From an optimization exercise on the open Yosys and OpenROAD flow, aimed at small area, a short achievable clock period and few clock cycles per item; shortcuts taken in it are not production practice. Only simulation tests tie the RTL to the original design; equivalence was not proved.

## wsc_px3
module wsc_px3 (
    input  wire         clk,
    input  wire         rst,
    input  wire         in_valid,
    output wire         in_ready,
    input  wire         in_op,        
    input  wire [287:0] in_win,
    output reg          out_valid,
    input  wire         out_ready,
    output reg  [31:0]  out_pix
);
    wire [43:0] xsx_w, xsy_w;
    genvar c;
    generate
        for (c = 0; c < 4; c = c + 1) begin : pre
            wsc_px3_pre u (
                .v   ({in_win[256+8*c +: 8], in_win[224+8*c +: 8], in_win[192+8*c +: 8],
                       in_win[160+8*c +: 8], in_win[128+8*c +: 8], in_win[96+8*c +: 8],
                       in_win[64+8*c +: 8],  in_win[32+8*c +: 8],  in_win[8*c +: 8]}),
                .xs_X(xsx_w[11*c +: 11]),
                .xs_Y(xsy_w[11*c +: 11])
            );
        end
    endgenerate
    reg         s1_valid;
    reg         s1_op;
    reg         s1_opn;       
    reg  [43:0] s1_xsx, s1_xsy;
    reg  [31:0] s1_m;
    reg         k0_valid, k1_valid;
    reg  [31:0] k0_pix, k1_pix;
    assign in_ready = !k1_valid && !(k0_valid && s1_valid);
    wire accept = in_valid && in_ready;
    always @(posedge clk) begin
        if (rst)
  ...
Size: about 2900 cells after synthesis, ~330 I/O pins, about 33000 um^2 of cells after synthesis.
export LEC_CHECK = 0
export CAP_MARGIN = 20
export CORE_MARGIN = 2
export CORE_UTILIZATION = 40
export CTS_BUF_LIST = sky130_fd_sc_hd__clkbuf_4 sky130_fd_sc_hd__clkbuf_8
export CTS_CLUSTER_DIAMETER = 60
export CTS_CLUSTER_SIZE = 20
export PLACE_DENSITY = 0.8
export SLEW_MARGIN = 20
export SYNTH_HIERARCHICAL = 1
create_clock -name core_clock -period 28.0 [get_ports {clk}]
standard.sh (not shown) runs the stock make flow with config.mk's settings and CLKGATE_MAP_FILE= SYNTH_SCRIPT=/design/flow/synth_recipe.tcl, a recipe that flattens the netlist after the stock synthesis.
==> flow/flow/run.sh <==
#!/bin/bash
set -e
export BUFFER_PORTS_ARGS="-buffer_cell sky130_fd_sc_hd__buf_1"
export SETUP_SLACK_MARGIN=20.35
bash standard.sh > standard.log 2>&1
The baseline completed without violations.
Testbench counts at the start, summed over its fixed seeds: cycles 12,016, items 12,000.
==> next run, changes <==
--- a/flow/config.mk
+++ b/flow/config.mk
@@ -14 +14 @@
-export PLACE_DENSITY = 0.8
+export PLACE_DENSITY = 0.45
The new run passed the timing, design-rule and antenna checks.
Non-clock buffer count decreases by 3.
Die area stays the same.
Hold slack loses 0.012 ns.
Routed wire length increases by 7.7%.
Worst setup slack gains 0.040 ns.
Global-route usage increases by 1.8 points.
Utilization barely changes.
==> next run, changes <==
--- a/flow/config.mk
+++ b/flow/config.mk
@@ -7,0 +8 @@
+export ABC_AREA = 1
@@ -14 +14,0 @@
-export PLACE_DENSITY = 0.45
What happened: Setup slack is better by 0.19 ns; design area came out higher by a few percent; final cell count came out higher by a quarter to a third; maximum frequency came out higher by a few percent; critical path depth came out higher by 2; non-clock buffer count came out lower by 1; register-to-register slack is better by 0.13 ns; clock-buffer cell count came out lower by 4; die area came out higher by a few percent.
==> next run, changes <==
--- a/flow/flow/run.sh
+++ b/flow/flow/run.sh
@@ -4 +4 @@
-export SETUP_SLACK_MARGIN=20.35
+export SETUP_SLACK_MARGIN=20.55
Outcome:
- cell area barely changes
- sequential share of layout area stays flat
- synthesized area does not change
- fmax rises by 0.66%
- register-to-register slack hardly moves
==> next run, changes <==
--- a/flow/flow/run.sh
+++ b/flow/flow/run.sh
@@ -4 +4 @@
-export SETUP_SLACK_MARGIN=20.55
+export SETUP_SLACK_MARGIN=20.45
--- a/flow/config.mk
+++ b/flow/config.mk
@@ -8 +7,0 @@
-export ABC_AREA = 1
What happened: Global-route usage fell by 0.67 points. Final area went down by 4.1%. Cell count shrinks by about 20%. Worst hold slack is better by 0.021 ns. Clock-buffer cell count came out lower by 1. Routed wire length goes down by about 8%. Critical path depth is lower by 2. Utilization came out higher by 0.66 points. Flip-flop and latch count stays the same. Clock skew is lower by 0.027 ns.
==> next run, changes <==
--- a/flow/flow/run.sh
+++ b/flow/flow/run.sh
@@ -4 +4 @@
-export SETUP_SLACK_MARGIN=20.45
+export SETUP_SLACK_MARGIN=20.35
--- a/flow/config.mk
+++ b/flow/config.mk
@@ -10 +10 @@
-export CORE_UTILIZATION = 40
+export CORE_UTILIZATION = 60
What happened: The new run produced a clean layout. Wire length went up by 2.3%. Global-route usage is higher by 11 points. Utilization came out higher by 21 points.

* * *

wsc_px3 again, from the RTL that the note above started with.
Settings: LEC_CHECK=0, ABC_CLOCK_PERIOD_IN_PS=2500, CAP_MARGIN=20, CORE_MARGIN=2, CORE_UTILIZATION=40, CTS_BUF_LIST=sky130_fd_sc_hd__clkbuf_4 sky130_fd_sc_hd__clkbuf_8, CTS_CLUSTER_DIAMETER=60, CTS_CLUSTER_SIZE=20, SLEW_MARGIN=20, SYNTH_HIERARCHICAL=1; clock period 28.0 ns.
==> flow/flow/run.sh <==
#!/bin/bash
set -e
export BUFFER_PORTS_ARGS="-buffer_cell sky130_fd_sc_hd__buf_1"
export SETUP_SLACK_MARGIN=20.35
bash standard.sh > standard.log 2>&1
Testbench counts at the start, summed over its fixed seeds: cycles 12,016, items 12,000.
Change:
==> flow/flow/run.sh (replaced) <==
#!/bin/bash
set -e
export BUFFER_PORTS_ARGS="-buffer_cell sky130_fd_sc_hd__buf_1"
export SETUP_SLACK_MARGIN=20.2
bash standard.sh > standard.log 2>&1
Settings changed: ABC_CLOCK_PERIOD_IN_PS 2500 to default.
Worst setup slack got worse by 52 ps.
Wire length barely changes.
Area after synthesis is unchanged.
Change:
==> flow/flow/run.sh (replaced) <==
#!/bin/bash
set -e
export BUFFER_PORTS_ARGS="-buffer_cell sky130_fd_sc_hd__buf_1"
export SETUP_SLACK_MARGIN=20.35
bash standard.sh > standard.log 2>&1
Settings changed: CTS_CLUSTER_DIAMETER 60 to default, CTS_CLUSTER_SIZE 20 to default.
The changed run completed without violations; design area climbs by 1.7%; wire length came out higher by about 0.8%; worst setup slack improves by 53 ps; global-route usage grows by 0.20 points; cell count increases by about 1.1%; via count climbs by about 1.3%; area after synthesis is unchanged; non-clock buffer count increases by 7; flip-flop and latch count stays the same; die area stays the same.
Change:
Settings changed: CTS_CLUSTER_DIAMETER from default to 60, CTS_CLUSTER_SIZE from default to 20.
The new run completed without violations. Die area stays the same.

-- static timing again, ports no longer ideal --
The results above use ideal ports. As a check the final layouts listed here were re-extracted and re-timed, cells and wires unchanged. Step 1 sets driving cells, clkbuf_16 on the clock port and buf_2 on the other inputs (assumed; they add their load-dependent delay and slew). Step 2 also shifts input and output timing later by t, the mid clock arrival at the registers, as if the neighbouring blocks saw the same clock. Three values: ideal, step 1, step 2; two values: the first two.
run | t (ns) | slack for setup (ns) | worst register clock-pin slew, ns | worst slew at a driven data input, ns
the first run of note 1 | 0.688 | 20.355 / 20.384 / 19.697 | 0.12 / 0.12 | 0.07
the second run of note 1 | 0.716 | 20.395 / 20.440 / 19.724 | 0.10 / 0.10 | 0.06
the third run of note 1 | 0.693 | 20.589 / 20.568 / 19.926 | 0.11 / 0.11 | 0.05
the fourth run of note 1 | 0.683 | 20.637 / 20.669 / 19.986 | 0.11 / 0.11 | 0.06
the fifth run of note 1 | 0.657 | 20.364 / 20.398 / 19.740 | 0.12 / 0.12 | 0.05
the sixth run of note 1 | 0.690 | 20.345 / 20.382 / 19.692 | 0.10 / 0.10 | 0.05
the first run of note 2 | 0.690 | 20.371 / 20.404 / 19.714 | 0.11 / 0.11 | 0.05
the second run of note 2 | 0.669 | 20.319 / 20.347 / 19.678 | 0.11 / 0.11 | 0.05
the third run of note 2 | 0.676 | 20.372 / 20.411 / 19.735 | 0.06 / 0.06 | 0.06
the fourth run of note 2 | 0.690 | 20.371 / 20.404 / 19.714 | 0.11 / 0.11 | 0.05
After both steps every run listed still meets setup and hold. The setup slack of the second run of note 1, which loses most, moves by +0.045 ns with the drivers and by -0.671 ns with both steps.
